This is an optimization exercise on Yosys and OpenROAD, whose aim is a short achievable clock period and few clock cycles per item, not a production implementation. Only simulation tests tie the RTL to the original design; equivalence was not proved. Power figures rest on the tool's default switching activity, not on a simulated workload.

[design.v]
module sf_rast (
    input  wire        clk,
    input  wire        rst,           
    input  wire        start,         
    input  wire [7:0]  bg_ctrl,       
    input  wire [9:0]  fb_w,          
    input  wire [8:0]  fb_h,          
    input  wire [9:0]  clip_min_x,
    input  wire [9:0]  clip_max_x,
    input  wire [8:0]  clip_min_y,
    input  wire [8:0]  clip_max_y,
    output reg         busy,
    output reg         done,          
    output reg  [7:0]  result,        
    output reg  [10:0] ram_addr,
    input  wire [7:0]  ram_rdata,
    output reg  [18:0] rom_addr,
    input  wire [7:0]  rom_rdata,
    output reg         fb_we,
    output reg  [8:0]  fb_x,
    output reg  [7:0]  fb_y,
    output reg  [7:0]  fb_data
);
    reg [7:0]  bg_q;
    reg [9:0]  fbw_q, cminx, cmaxx;
    reg [8:0]  fbh_q, cminy, cmaxy;
    reg [7:0]  ram_q, rom_q;
    always @(posedge clk) begin
        bg_q  <= bg_ctrl;
        fbw_q <= fb_w;
        fbh_q <= fb_h;
        cminx <= clip_min_x;
        cmaxx <= clip_max_x;
        cminy <= clip_min_y;
        cmaxy <= clip_max_y;
        ram_q <= ram_rdata;
        rom_q <= rom_rdata;
    end
    wire fb_bad   = (fbw_q == 10'd0) || (fbw_q > 10'd512) ||
                    (fbh_q == 9'd0)  || (fbh_q > 9'd256);
    wire clip_bad = !(cminx < cmaxx && cmaxx <= fbw_q &&
                      cminy < cmaxy && cmaxy <= fbh_q);
    localparam [1:0] T_IDLE = 2'd0, T_CHK = 2'd1, T_RUN = 2'd2;
    reg [1:0] tst;
    reg       init;             
    wire      run = (tst == T_RUN);
    reg [9:0] out_rem;          
    reg       out_last;         
    reg       out_nz, out_one, out_le2;    
    wire      fin_now = run && out_last && out_one;
    always @(posedge clk) begin
        if (rst) begin
            tst    <= T_IDLE;
            busy   <= 1'b0;
            done   <= 1'b0;
            init   <= 1'b0;
        end else begin
            done <= 1'b0;
            init <= 1'b0;
            case (tst)
                T_IDLE: if (start) begin
                    busy <= 1'b1;
                    init <= 1'b1;
                    tst  <= T_CHK;
                end
                T_CHK: begin
                    if (fb_bad) begin
                        result <= 8'h02;
                        done   <= 1'b1;
                        busy   <= 1'b0;
                        tst    <= T_IDLE;
                    end else if (clip_bad) begin
                        result <= 8'h03;
                        done   <= 1'b1;
                        busy   <= 1'b0;
                        tst    <= T_IDLE;
                    end else begin
                        result <= 8'h00;
                        tst    <= T_RUN;
                    end
                end
                T_RUN: if (fin_now) begin
                    done <= 1'b1;
                    busy <= 1'b0;
                    tst  <= T_IDLE;
                end
                default: tst <= T_IDLE;
            endcase
        end
    end
    reg [9:0] width;            
    reg [7:0] last_line;        
    reg       w_is1, w_le2;     
    always @(posedge clk) begin
        w_is1 <= (width == 10'd1);
        w_le2 <= (width <= 10'd2);
        if (init) begin
            width     <= cmaxx - cminx;
            last_line <= cmaxy[7:0] - 8'd1;
        end
    end
    reg        l_on, l_spr;
    reg        r1_v, r1_spr, r2_v, r2_spr;
    reg [4:0]  bg_cnt;
    reg        bg_ready;
    reg [7:0]  a_h;
    reg [8:0]  posp [0:15];     
    reg        yb;              
    reg [7:0]  y_h;
    reg        ne_v;
    reg [10:0] ne;              
    reg [8:0]  ring_cnt;
    wire       ring_full = ring_cnt[8];
    reg [7:0]  hq_k_c;          
    reg        hf_on;           
    reg [1:0]  hf_ph;           
    wire       hf_pop;
    wire [17:0] hq_head;
    always @(posedge clk) begin
        if (init) begin
            l_on     <= 1'b1;
            l_spr    <= 1'b0;
            ram_addr <= 11'h4E0;
        end else if (l_on) begin
            if (!l_spr) begin
                ram_addr <= ram_addr + 11'd1;
                if (ram_addr[4:0] == 5'h1F) begin
                    ram_addr <= 11'h000;
                    l_spr    <= 1'b1;
                end
            end else begin
                ram_addr <= ram_addr + 11'd2;           
                if (ram_addr[9:0] == 10'h3FE)
                    l_on <= 1'b0;
            end
        end else if (hf_pop) begin
            ram_addr <= {1'b0, hq_head[17:10], 2'b01};
        end else if (hf_on) begin
            ram_addr <= ram_addr + 11'd1;
        end
    end
    always @(posedge clk) begin
        r1_v   <= l_on && !init;
        r1_spr <= l_spr;
        r2_v   <= r1_v && !init;
        r2_spr <= r1_spr;
    end
    integer pi;
    always @(posedge clk) begin
        if (init) begin
            bg_cnt   <= 5'd0;
            bg_ready <= 1'b0;
        end else if (r2_v && !r2_spr) begin
            bg_cnt <= bg_cnt + 5'd1;
            if (!bg_cnt[0]) begin
                a_h <= ram_q;
            end else begin
                for (pi = 0; pi < 15; pi = pi + 1) posp[pi] <= posp[pi+1];
                posp[15] <= {ram_q, a_h[7]} + 9'h05B;
                if (bg_cnt == 5'd31) bg_ready <= 1'b1;
            end
        end
    end
    wire [1:0]  l_nsel = (ram_q[7] & ram_q[3]) ? 2'b11 : ram_q[3] ? 2'b01 : 2'b00;
    wire [8:0]  l_sy   = bg_q[0] ? (9'd248 - {1'b0, y_h} - {4'b0, l_nsel, 3'b0})
                                 : {1'b0, y_h};
    always @(posedge clk) begin
        ne_v <= 1'b0;
        if (init) begin
            yb <= 1'b0;
        end else if (r2_v && r2_spr) begin
            yb <= !yb;
            if (!yb) begin
                y_h <= ram_q;
            end else begin
                ne_v <= 1'b1;
                ne   <= {l_sy, l_nsel};
            end
        end
    end
    reg  [11*256-1:0] ring;
    reg        scan_on, scan_go, ring_sh;
    reg [7:0]  scan_k, scan_l;
    reg        hq_ok;           
    wire [10:0] head = ring[10:0];
    always @(posedge clk) begin
        if (ring_sh)
            ring <= {(ring_full ? head : ne), ring[11*256-1:11]};
    end
    wire scan_end = scan_go && scan_k == 8'd255 && scan_l == last_line;
    always @(posedge clk) begin
        if (init) begin
            ring_cnt <= 9'd0;
            scan_on  <= 1'b0;
            scan_go  <= 1'b0;
            ring_sh  <= 1'b0;
        end else begin
            if (ne_v) begin
                ring_cnt <= ring_cnt + 9'd1;
                if (ring_cnt == 9'd255) begin
                    scan_on <= 1'b1;
                    scan_k  <= 8'd0;
                    scan_l  <= cminy[7:0];
                end
            end
            if (scan_go) begin
                scan_k <= scan_k + 8'd1;
                if (scan_k == 8'd255) begin
                    scan_l <= scan_l + 8'd1;
                    if (scan_l == last_line) scan_on <= 1'b0;
                end
            end
            scan_go <= scan_on && !scan_end && hq_ok;
            ring_sh <= (r2_v && r2_spr && yb) || (scan_on && !scan_end && hq_ok);
        end
    end
    reg        s1_v, s1_eol;
    reg [9:0]  s1_d;
    reg [1:0]  s1_n;
    reg [7:0]  s1_k;
    wire [8:0] h_y = head[10:2];
    always @(posedge clk) begin
        s1_v   <= scan_go && !init;
        s1_eol <= scan_k == 8'd255;
        s1_d   <= {2'b0, scan_l} - {h_y[8], h_y};
        s1_n   <= head[1:0];
        s1_k   <= scan_k;
    end
    wire row_in = (s1_d[9:5] == 5'b00000 || s1_d[9:5] == 5'b11000) &&
                  ((s1_d[4:3] & ~s1_n) == 2'b00);
    wire hq_push = s1_v && (row_in || s1_eol);
    reg [17:0] hq [0:7];
    reg [2:0]  hq_wp, hq_rp;
    reg [3:0]  hq_cnt;
    reg        hq_ne;
    assign hq_head = hq[hq_rp];
    always @(posedge clk) begin
        if (hq_push) hq[hq_wp] <= {s1_k, row_in, s1_eol, 1'b0, s1_d[4:0], s1_n};
    end
    always @(posedge clk) begin
        if (init) begin
            hq_wp  <= 3'd0;
            hq_rp  <= 3'd0;
            hq_cnt <= 4'd0;
            hq_ne  <= 1'b0;
            hq_ok  <= 1'b1;
        end else begin
            if (hq_push) hq_wp <= hq_wp + 3'd1;
            if (hf_pop)  hq_rp <= hq_rp + 3'd1;
            if (hq_push && !hf_pop) begin
                hq_cnt <= hq_cnt + 4'd1;
                hq_ne  <= 1'b1;
                hq_ok  <= (hq_cnt <= 4'd2);
            end else if (hf_pop && !hq_push) begin
                hq_cnt <= hq_cnt - 4'd1;
                hq_ne  <= (hq_cnt != 4'd1);
                hq_ok  <= (hq_cnt <= 4'd4);
            end
        end
    end
    reg        dq_ok;           
    reg        hf_hit, hf_eol;
    reg [4:0]  hf_r;
    reg [1:0]  hf_n;
    assign hf_pop = !init && run && ring_full && !l_on && hq_ne && dq_ok &&
                    (!hf_on || hf_ph == 2'd3);
    reg [1:0]  h0_ph, h1_ph, h2_ph;    
    reg        h0_hit, h1_hit, h2_hit, h0_eol, h1_eol, h2_eol;
    reg [4:0]  h0_r, h1_r, h2_r;
    reg [1:0]  h0_n, h1_n, h2_n;
    always @(posedge clk) begin
        h0_ph <= 2'd0;
        if (init) begin
            hf_on <= 1'b0;
        end else begin
            if (hf_pop) begin
                hf_hit <= hq_head[9];
                hf_eol <= hq_head[8];
                hf_r   <= hq_head[6:2];
                hf_n   <= hq_head[1:0];
                if (hq_head[9]) begin
                    hf_on <= 1'b1;
                    hf_ph <= 2'd1;
                    h0_ph <= 2'd1;
                end else begin
                    hf_on <= 1'b0;
                    h0_ph <= 2'd3;        
                end
                h0_hit <= hq_head[9];
                h0_eol <= hq_head[8];
                h0_r   <= hq_head[6:2];
                h0_n   <= hq_head[1:0];
            end else if (hf_on) begin
                hf_ph <= hf_ph + 2'd1;
                h0_ph <= hf_ph + 2'd1;
                if (hf_ph == 2'd3) hf_on <= 1'b0;
                if (hf_ph == 2'd3) h0_ph <= 2'd0;
            end
        end
    end
    always @(posedge clk) begin
        h1_ph  <= init ? 2'd0 : h0_ph;
        h1_hit <= h0_hit;
        h1_eol <= h0_eol;
        h1_r   <= h0_r;
        h1_n   <= h0_n;
        h2_ph  <= init ? 2'd0 : h1_ph;
        h2_hit <= h1_hit;
        h2_eol <= h1_eol;
        h2_r   <= h1_r;
        h2_n   <= h1_n;
    end
    reg [7:0]  x_h, lo_h;
    reg        d1_v, d1_hit, d1_eol, d1_fx;
    reg [9:0]  d1_x9;
    reg [1:0]  d1_n;
    reg [4:0]  d1_v5;
    reg [8:0]  d1_h;
    reg [3:0]  d1_low;
    wire [4:0] h2_mask = {h2_n, 3'b111};
    wire       h2_fy   = lo_h[2] ^ bg_q[0];
    always @(posedge clk) begin
        if (h2_ph == 2'd1) x_h  <= ram_q;
        if (h2_ph == 2'd2) lo_h <= ram_q;
        d1_v   <= !init && (h2_ph == 2'd3);
        d1_hit <= h2_hit;
        d1_eol <= h2_eol;
        d1_fx  <= lo_h[1] ^ bg_q[0];
        d1_x9  <= {1'b0, x_h, lo_h[0]};
        d1_n   <= h2_n;
        d1_v5  <= h2_fy ? (~h2_r & h2_mask) : h2_r;
        d1_h   <= {2'b0, ram_q[6:0]} + (ram_q[7] ? (bg_q[7] ? 9'h100 : 9'h080) : 9'h000);
        d1_low <= (h2_n == 2'b11) ? 4'd0 :
                  (h2_n == 2'b01) ? {lo_h[5], 1'b0, lo_h[4], 1'b0} : lo_h[7:4];
    end
    reg        d2_v, d2_hit, d2_eol, d2_fx;
    reg [9:0]  d2_sx;
    reg [1:0]  d2_n;
    reg [4:0]  d2_v5;
    reg [8:0]  d2_h;
    reg [3:0]  d2_low;
    always @(posedge clk) begin
        d2_v   <= d1_v && !init;
        d2_hit <= d1_hit;
        d2_eol <= d1_eol;
        d2_fx  <= d1_fx;
        d2_sx  <= bg_q[0] ? (10'd504 - d1_x9 - {5'b0, d1_n, 3'b0}) : d1_x9;
        d2_n   <= d1_n;
        d2_v5  <= d1_v5;
        d2_h   <= d1_h;
        d2_low <= d1_low;
    end
    reg        d3_v, d3_hit, d3_eol, d3_fx;
    reg [10:0] d3_a, d3_b;
    reg [1:0]  d3_n;
    reg [4:0]  d3_v5;
    reg [8:0]  d3_h;
    reg [3:0]  d3_low;
    always @(posedge clk) begin
        d3_v   <= d2_v && !init;
        d3_hit <= d2_hit;
        d3_eol <= d2_eol;
        d3_fx  <= d2_fx;
        d3_a   <= {1'b0, cminx} - {d2_sx[9], d2_sx};
        d3_b   <= {1'b0, cmaxx} - {d2_sx[9], d2_sx};
        d3_n   <= d2_n;
        d3_v5  <= d2_v5;
        d3_h   <= d2_h;
        d3_low <= d2_low;
    end
    reg        d4_v, d4_eol, d4_hit, d4_fx;
    reg [4:0]  d4_v5, d4_ps, d4_mask;
    reg [5:0]  d4_pe;
    reg [8:0]  d4_widx;
    reg [8:0]  d4_h;
    reg [3:0]  d4_low;
    wire [4:0] d3_mask  = {d3_n, 3'b111};
    wire [5:0] d3_n8    = {1'b0, d3_mask} + 6'd1;
    wire       a_neg    = d3_a[10];
    wire       a_lt     = a_neg || (d3_a[10:5] == 6'd0 && (d3_a[4:3] & ~d3_n) == 2'b00);
    wire       b_pos    = !d3_b[10] && (d3_b != 11'd0);
    wire       b_lt     = !d3_b[10] && d3_b[10:5] == 6'd0 && (d3_b[4:3] & ~d3_n) == 2'b00;
    wire [10:0] a_abs   = 11'd0 - d3_a;
    always @(posedge clk) begin
        d4_v    <= d3_v && !init;
        d4_eol  <= d3_eol;
        d4_hit  <= d3_hit && a_lt && b_pos;
        d4_fx   <= d3_fx;
        d4_v5   <= d3_v5;
        d4_ps   <= a_neg ? 5'd0 : d3_a[4:0];
        d4_pe   <= b_lt ? d3_b[5:0] : d3_n8;
        d4_mask <= d3_mask;
        d4_widx <= a_neg ? a_abs[8:0] : 9'd0;
        d4_h    <= d3_h;
        d4_low  <= d3_low;
    end
    wire [5:0]  d4_len = d4_pe - {1'b0, d4_ps};
    wire [4:0]  d4_u0  = d4_fx ? (~d4_ps & d4_mask) : d4_ps;
    wire [13:0] d4_ahi = {d4_h, d4_low[3:2] | d4_v5[4:3], d4_v5[2:0]};
    wire [4:0]  d4_alo = {d4_low[1:0] | d4_u0[4:3], d4_u0[2:0]};
    wire        push   = d4_v && (d4_hit || d4_eol);
    wire [36:0] push_d = {d4_hit, d4_eol, d4_ahi, d4_alo, d4_fx, d4_len, d4_widx};
    reg [36:0] fifo [0:15];
    reg [3:0]  fifo_wp, fifo_rp;
    reg [4:0]  fifo_cnt;
    reg        fifo_ne;
    wire [36:0] fhead = fifo[fifo_rp];
    wire        pop;
    always @(posedge clk) begin
        if (push) fifo[fifo_wp] <= push_d;
    end
    always @(posedge clk) begin
        if (init) begin
            fifo_wp  <= 4'd0;
            fifo_rp  <= 4'd0;
            fifo_cnt <= 5'd0;
            fifo_ne  <= 1'b0;
            dq_ok    <= 1'b1;
        end else begin
            if (push) fifo_wp <= fifo_wp + 4'd1;
            if (pop)  fifo_rp <= fifo_rp + 4'd1;
            if (push && !pop) begin
                fifo_cnt <= fifo_cnt + 5'd1;
                fifo_ne  <= 1'b1;
                dq_ok    <= (fifo_cnt <= 5'd7);
            end else if (pop && !push) begin
                fifo_cnt <= fifo_cnt - 5'd1;
                fifo_ne  <= (fifo_cnt != 5'd1);
                dq_ok    <= (fifo_cnt <= 5'd9);
            end
        end
    end
    localparam [2:0] F_WAIT = 3'd0, F_STAR = 3'd1, F_SPR = 3'd2, F_TOK = 3'd3, F_END = 3'd4;
    reg [2:0]  fst;
    reg [7:0]  lf, lfm1;         
    reg [4:0]  sidx;             
    reg [13:0] cur_hi;
    reg [4:0]  cur_lo;
    reg        cur_dir, cur_eol;
    reg [5:0]  cur_rem;
    reg [8:0]  cur_widx;
    reg        bsel;             
    reg [1:0]  full;             
    reg [7:0]  line_b0, line_b1;
    reg        last_b0, last_b1;
    reg        t0_pen, t0_sx, t0_spr, t0_tok;
    reg [8:0]  t0_f;
    reg        t1_pen, t1_sx, t1_spr, t1_tok;
    reg [8:0]  t1_f;
    reg        t2_pen, t2_sx, t2_spr, t2_tok;
    reg [8:0]  t2_f;
    wire in_spr   = (fst == F_SPR);
    wire cur_fin  = (cur_rem[5:1] == 5'd0);
    wire spr_iss  = in_spr && (cur_rem != 6'd0);
    wire line_end = in_spr && cur_fin && cur_eol;
    assign pop    = in_spr && cur_fin && !cur_eol && fifo_ne;
    wire tok_iss  = (fst == F_TOK);
    always @(posedge clk) begin
        t0_pen <= 1'b0;
        t0_sx  <= 1'b0;
        t0_spr <= 1'b0;
        t0_tok <= 1'b0;
        if (init) begin
            fst     <= F_WAIT;
            lf      <= cminy[7:0];
            lfm1    <= cminy[7:0] - 8'd1;
            sidx    <= 5'd0;
            cur_rem <= 6'd0;
            cur_eol <= 1'b0;
            bsel    <= 1'b0;
        end else begin
            case (fst)
                F_WAIT: if (bg_ready && !full[bsel]) fst <= F_STAR;
                F_STAR: begin
                    rom_addr <= {4'b1100, bg_q[2:1], lfm1, sidx};
                    t0_pen   <= !sidx[0];
                    t0_sx    <= sidx[0];
                    t0_f     <= posp[sidx[4:1]];
                    sidx     <= sidx + 5'd1;
                    if (sidx == 5'd31) fst <= F_SPR;
                end
                F_SPR: begin
                    if (spr_iss) begin
                        rom_addr <= {cur_hi, cur_lo};
                        t0_spr   <= 1'b1;
                        t0_f     <= cur_widx;
                        cur_lo   <= cur_dir ? cur_lo - 5'd1 : cur_lo + 5'd1;
                        cur_widx <= cur_widx + 9'd1;
                        cur_rem  <= cur_rem - 6'd1;
                    end
                    if (pop) begin
                        {cur_hi, cur_lo, cur_dir} <= fhead[34:15];
                        cur_eol  <= fhead[35];
                        cur_rem  <= fhead[36] ? fhead[14:9] : 6'd0;
                        cur_widx <= fhead[8:0];
                    end
                    if (line_end) begin
                        cur_eol <= 1'b0;
                        fst     <= F_TOK;
                    end
                end
                F_TOK: begin
                    t0_tok   <= 1'b1;
                    if (bsel) begin
                        line_b1 <= lf;
                        last_b1 <= (lf == last_line);
                    end else begin
                        line_b0 <= lf;
                        last_b0 <= (lf == last_line);
                    end
                    bsel     <= !bsel;
                    lf       <= lf + 8'd1;
                    lfm1     <= lfm1 + 8'd1;
                    sidx     <= 5'd0;
                    fst      <= (lf == last_line) ? F_END : F_WAIT;
                end
                default: ;
            endcase
        end
    end
    always @(posedge clk) begin
        t1_pen <= t0_pen && !init;
        t1_sx  <= t0_sx  && !init;
        t1_spr <= t0_spr && !init;
        t1_tok <= t0_tok && !init;
        t1_f   <= t0_f;
        t2_pen <= t1_pen && !init;
        t2_sx  <= t1_sx  && !init;
        t2_spr <= t1_spr && !init;
        t2_tok <= t1_tok && !init;
        t2_f   <= t1_f;
    end
    reg [7:0]  pen_h;
    reg        p1_star, p1_ok, p1_tok;
    reg [8:0]  p1_val;
    reg [7:0]  p1_data;
    reg        p2_we, p2_tok;
    reg [8:0]  p2_idx;
    reg [7:0]  p2_data;
    reg        p3_tok, p3_tb, b2;
    reg [7:0]  p3_hi0, p3_hi1, p3_mid, p3_lo;
    reg [7:0]  p3_data;
    wire star_show = !(bg_q[3] && bg_q[5:4] == pen_h[1:0]);
    always @(posedge clk) begin
        if (t2_pen) pen_h <= rom_q;
        if (init) b2 <= 1'b0;
        else if (p2_tok) b2 <= !b2;
        p1_star <= t2_sx;
        p1_tok  <= t2_tok && !init;
        p1_ok   <= !init && (t2_sx ? star_show : (t2_spr && rom_q != 8'hFF));
        p1_val  <= t2_sx ? ({rom_q, 1'b0} + t2_f) : t2_f;
        p1_data <= t2_sx ? pen_h : rom_q;
        p2_we   <= !init && p1_ok && (!p1_star ||
                   ({1'b0, p1_val} >= cminx && {1'b0, p1_val} < cmaxx));
        p2_tok  <= p1_tok && !init;
        p2_idx  <= p1_star ? (p1_val - cminx[8:0]) : p1_val;
        p2_data <= p1_data;
        p3_tok  <= p2_tok && !init;
        p3_tb   <= b2;
        p3_hi0  <= (p2_we && !init && !b2) ? (8'd1 << p2_idx[8:6]) : 8'd0;
        p3_hi1  <= (p2_we && !init &&  b2) ? (8'd1 << p2_idx[8:6]) : 8'd0;
        p3_mid  <= 8'd1 << p2_idx[5:3];
        p3_lo   <= 8'd1 << p2_idx[2:0];
        p3_data <= p2_data;
    end
    reg [4095:0] rb0, rb1;
    reg [1:0]    sh;             
    reg [1:0]    ready;          
    reg          obuf;           
    reg          cur_ob;         
    reg [1:0]    xfer_b;         
    wire [4095:0] rb0_nx = {8'hFF, rb0[4095:8]};
    wire [4095:0] rb1_nx = {8'hFF, rb1[4095:8]};
    genvar gi;
    generate
        for (gi = 0; gi < 512; gi = gi + 1) begin : g_row
            always @(posedge clk) begin
                if (init)
                    rb0[gi*8 +: 8] <= 8'hFF;
                else if (sh[0])
                    rb0[gi*8 +: 8] <= rb0_nx[gi*8 +: 8];
                else if (p3_hi0[gi/64] && p3_mid[(gi/8)%8] && p3_lo[gi%8])
                    rb0[gi*8 +: 8] <= p3_data;
                if (init)
                    rb1[gi*8 +: 8] <= 8'hFF;
                else if (sh[1])
                    rb1[gi*8 +: 8] <= rb1_nx[gi*8 +: 8];
                else if (p3_hi1[gi/64] && p3_mid[(gi/8)%8] && p3_lo[gi%8])
                    rb1[gi*8 +: 8] <= p3_data;
            end
        end
    endgenerate
    wire [1:0] ready_nx = (ready & ~xfer_b) | {p3_tok & p3_tb, p3_tok & !p3_tb};
    wire       xfer     = xfer_b[0] | xfer_b[1];
    wire       out_free = !out_nz || out_le2;    
    wire       out_end  = out_nz && out_one;     
    reg [8:0]  ox;
    reg [7:0]  oy;
    always @(posedge clk) begin
        if (init) begin
            ready  <= 2'b00;
            full   <= 2'b00;
            obuf   <= 1'b0;
            cur_ob <= 1'b0;
            xfer_b <= 2'b00;
            sh     <= 2'b00;
        end else begin
            ready  <= ready_nx;
            full   <= (full & ~{out_end & cur_ob, out_end & !cur_ob}) |
                      {tok_iss & bsel, tok_iss & !bsel};
            sh     <= (sh & ~{out_end & cur_ob, out_end & !cur_ob}) | xfer_b;
            if (xfer) begin
                obuf   <= !obuf;
                cur_ob <= obuf;
            end
            xfer_b[0] <= !xfer && out_free && !obuf && ready_nx[0];
            xfer_b[1] <= !xfer && out_free &&  obuf && ready_nx[1];
        end
    end
    always @(posedge clk) begin
        if (init) begin
            out_rem  <= 10'd0;
            out_last <= 1'b0;
            out_nz   <= 1'b0;
            out_one  <= 1'b0;
            out_le2  <= 1'b1;
        end else if (xfer) begin
            out_rem  <= width;
            out_nz   <= 1'b1;
            out_one  <= w_is1;
            out_le2  <= w_le2;
            out_last <= obuf ? last_b1 : last_b0;
            ox       <= cminx[8:0];
            oy       <= obuf ? line_b1 : line_b0;
        end else if (out_nz) begin
            out_rem <= out_rem - 10'd1;
            ox      <= ox + 9'd1;
            out_nz  <= !out_one;
            out_one <= (out_rem == 10'd2);
            out_le2 <= (out_rem <= 10'd3);
        end
    end
    always @(posedge clk) begin
        if (rst)
            fb_we <= 1'b0;
        else
            fb_we <= run && out_nz;
        fb_x    <= ox;
        fb_y    <= oy;
        fb_data <= cur_ob ? rb1[7:0] : rb0[7:0];
    end
endmodule
[run.sh]
#!/bin/bash
# synth_recipe.tcl (not shown) runs the flow's synth.tcl, then flattens the netlist and writes it again
# the make line also repeats each setting of config.mk as NAME=value (left out here)
make -C /OpenROAD-flow-scripts/flow DESIGN_CONFIG=/design/flow/config.mk WORK_HOME=/design/flow/orfs CLKGATE_MAP_FILE= SYNTH_SCRIPT=/design/flow/synth_recipe.tcl finish
[config.mk]
export PLATFORM = sky130hd
export DESIGN_NAME = sf_rast
export DESIGN_NICKNAME = sf_rast
export VERILOG_FILES = /design/flow/design.v
export SDC_FILE = /design/flow/constraint.sdc
export NUM_CORES = 4
export LEC_CHECK = 0
export ABC_CLOCK_PERIOD_IN_PS = 2800
export CAP_MARGIN = 20
export CORE_MARGIN = 2
export CORE_UTILIZATION = 50
export PLACE_DENSITY = 0.62
export SETUP_SLACK_MARGIN = 4.0
export SLEW_MARGIN = 20
export TNS_END_PERCENT = 5
[constraint.sdc]
create_clock -name core_clock -period 7.0 [get_ports {clk}]
set_input_delay 1.4000 -clock core_clock [delete_from_list [all_inputs] [get_ports {clk}]]
set_output_delay 1.4000 -clock core_clock [all_outputs]
set_load 0.01 [all_outputs]
==> run notes <==
post-synthesis area per instance=between 10 and 15 sq um; CTS sink count=around 13000; Most used DFF post-synth=dfxtp_1; flop2flop setup slack=3630 ps; port bufs=142; Netlist cell types=79; commonest non-fill, non-tap cells in the layout=dfxtp_1, nor2_1, a211oi_1; Sw Pwr=33.5 mW; Max Root-Sink Buffers=5; Final Hold Viols=0; Tcrit/Tclk final=48.7%; final wirelength=1160000 microns; share of power burned in registers=just over 50%; drt pass-1 iters=6; max-slew violation count=0; status=no timing/DRC/antenna violations; area of the multi-input gates=164000 sq um; P_leak=around 180 nW; core area=938000 sq um; CP bufs+invs=1; Fin Clk Skew=111 ps; Clock Power Share=45.4%; crit path capture type=output pin; site row count=356; Tmin final=3410 ps; Core Util, Final=55.8%; hold path depth=0; R2R Path Start=init; Reg area=292000 sq um; first-pass GRT wire length=~1800000 microns; initial antenna violation count=41; CP peak stage delay=650 ps; routed vias=342000; DR DRC count=0; Max Clock Freq=294 MHz; hold path startpoint=d3_low[2]; CTS clk-pin slew, worst paths=60 ps; worst r2r path cells=6; PD cells=291 nW/um^2; die width=974 microns; Initial Utilization=about half; Final nets=43700; TritonCTS Buffers=1295; ys async rst share=0%; critical path depth=1; Worst Hold Class=register to register; crit start category=register; CP Data Required Time=5600 ps; worst path cell trace=buf_2; Combinational Power Share=between 3 and 4%; crit-path leading delay family=flip-flops; sw frac=a little over a fifth; RSZ-0062 raised after global routing=true; wire per inst=around 20 microns; Routability Congestion=0.806; hold path endpoint=d4_low[2]; IO Count=150; Die ar.=948000 sq um; register area share after synthesis=between 60% and 70%; Final HPWL DP=625000 microns; CTS root buf=clkbuf_16; worst-margin pin slew=1210 ps; Die Y=974 microns; CP Max Fanout=5; Internal=119 mW; share of layout cells above drive strength 1=6.48%; Mapped Cells=45100; remaining antenna violation count=0; CP arrival=2010 ps; All-Layer GR Usage=23.2%; MaxCap Viol Count=0; CP max-delay cell=edfxtp_1; H-tree depth=7; initial DRC count=30800; R2R Path End=p3_hi1[0]; Fill cells=80000; VDD IR-drop max=254 uV; # setup viols final=0; CTS tree=done; worst relative slew slack=19.3%; Post-synth EDFFs=3886; CP Class=register to output pin; commonest non-fill, non-tap cell in the layout=dfxtp_1; hold buffer count at cts=0; yosys warns=2; Area growth syn-to-layout=11.4%; vias per inst=~6; later-pin clock latency in the skew report=1180 ps; synthesized area=470000 sq um; Synth Register Bits=12600; pin count of the biggest net entering global routing=301; vias in the first global route=330000; setup TNS=0 ps; GRT Residual Overflow=0
[area by class of cell]
type                       count  area share [%]
clock buffer                1811            7.05
antenna                       74          0.0354
inverter                     177           0.128
clock inverter               517            1.14
timing repair buffer         639            1.60
sequential                 12600            55.7
multi-input combinational  28800            31.4
tap                        12500            2.99
[what timing repair did]
item | CTS | global route
endpoints found under the hold margin | 0 | 0
gates cloned | 16 | 13
setup buffers | 33 | 11
endpoints found under the setup margin | 7415 | 7137
gates resized for setup | 180 | 84
pin swaps | 0 | 1
[how the worst max path moves through the flow]
stage | slack (ps) | from | end
finish | 3590 | rom_addr[1] | rom_addr[1]
global route | 3530 | rom_addr[1] | rom_addr[1]
CTS | 3480 | rom_addr[1] | rom_addr[1]
detailed placement | 3150 | sh[0] | rb0[2626]
global placement | 3240 | sh[0] | rb0[2626]
floorplan | -13110 | ring_sh | ring[0]
[per-stage QoR]
stage / hold slack [ps] / std cells / total power [mW] / setup WS [ps] / cell area [sq um]
2_1_floorplan: 310 / 45100 / 82.9 / -13110 / 470000
3_3_place_gp: 311 / 54600 / 84.4 / 3240 / 478000
3_5_place_dp: 312 / 54600 / 84.6 / 3150 / 478000
4_1_cts: 307 / 57000 / 154 / 3480 / 523000
5_1_grt: 320 / 57100 / 157 / 3530 / 524000
6_report: 311 / 57100 / 152 / 3590 / 524000
[state kept, by name, indices dropped and copies added, names as in the netlist, 11 cells and up, named ones only]
signal,count
rb0,4096
rb1,4096
ring,2816
fifo,592
posp,144
hq,136
rom_addr,19
cur_hi,14
d3_a,11
d3_b,11
ne,11
ram_addr,11
[cell families (layout without fill, tap and decap cells)]
kind of cell | Yosys count | after routing | share of synthesized area, %
adders and majority gates | 168 | 168 | 0.460
other | 1 | 80 | 0.000798
and+or+nand+nor | 9214 | 9216 | 7.63
buffers and inverters | 3770 | 3144 | 3.13
xor gates and xnor gates | 174 | 174 | 0.324
AOI/OAI and AO/OA | 18900 | 18900 | 25.1
muxes | 332 | 332 | 1.31
DFF | 12600 | 12600 | 62.0
[cells in the mapped netlist (all sizes together), types with 160 or more instances]
| cell type | count | share of area (%) |
|---|---|---|
| a211oi | 8203 | 13 |
| a21o | 1035 | 1.7 |
| a21oi | 1152 | 1.2 |
| buf | 536 | 0.55 |
| clkbuf | 3057 | 2.4 |
| dfxtp | 8732 | 37 |
| edfxtp | 3886 | 25 |
| ha | 160 | 0.43 |
| inv | 177 | 0.14 |
| mux4 | 220 | 1.1 |
| nand2 | 256 | 0.20 |
| nor2 | 8426 | 6.7 |
| o21ai | 8307 | 8.8 |
[power by group through the flow]
| stage | clock [mW] | sequential (mW) | combinational, mW |
|---|---|---|---|
| final | 69.2 | 78.4 | 4.85 |
| after global routing | 73.5 | 78.6 | 5.36 |
| after CTS | 70.7 | 78.4 | 4.79 |
| after detailed placement | 0 | 79.9 | 4.68 |
| after global placement | 0 | 79.9 | 4.55 |
| after floorplan | 0 | 79.6 | 3.30 |
[metal layers]
layer,vias up,wire [microns],global-route usage (%)
met5,-,23,0
met4,4,30400,6.85
met3,1909,57700,2.75
met2,8644,523000,36.4
met1,168000,547000,33.8
li1,164000,-,-
Testbench counts, summed over its fixed seeds: cycles 2,306,733, frames 18.

-- static timing again, ports no longer ideal --
The flow's constraints put no driver on any port. The routed layout listed below was extracted and timed again, unchanged, in two steps.
Step 1: set_driving_cell puts a clkbuf_16 on clk and a buf_2 on each other input, an assumption about the parent block.
Step 2, shift: input delay + t, output delay - t, t = (earliest + latest rising clock arrival at the registers) / 2. This alone moves slack from input paths to output paths.
a / b / c = ideal ports / drivers / drivers and shift; a / b = the first two.
t (ns): 1.278
setup slack, ns: 3.594 / 3.431 / 3.633
worst hold slack (ns): 0.311 / 0.311 / 0.311
pins driven straight from the clock port: 1
After both steps setup and hold are still met in this run. For this run, drivers alone change the setup slack by -0.163 ns; drivers and shift together by +0.039 ns.
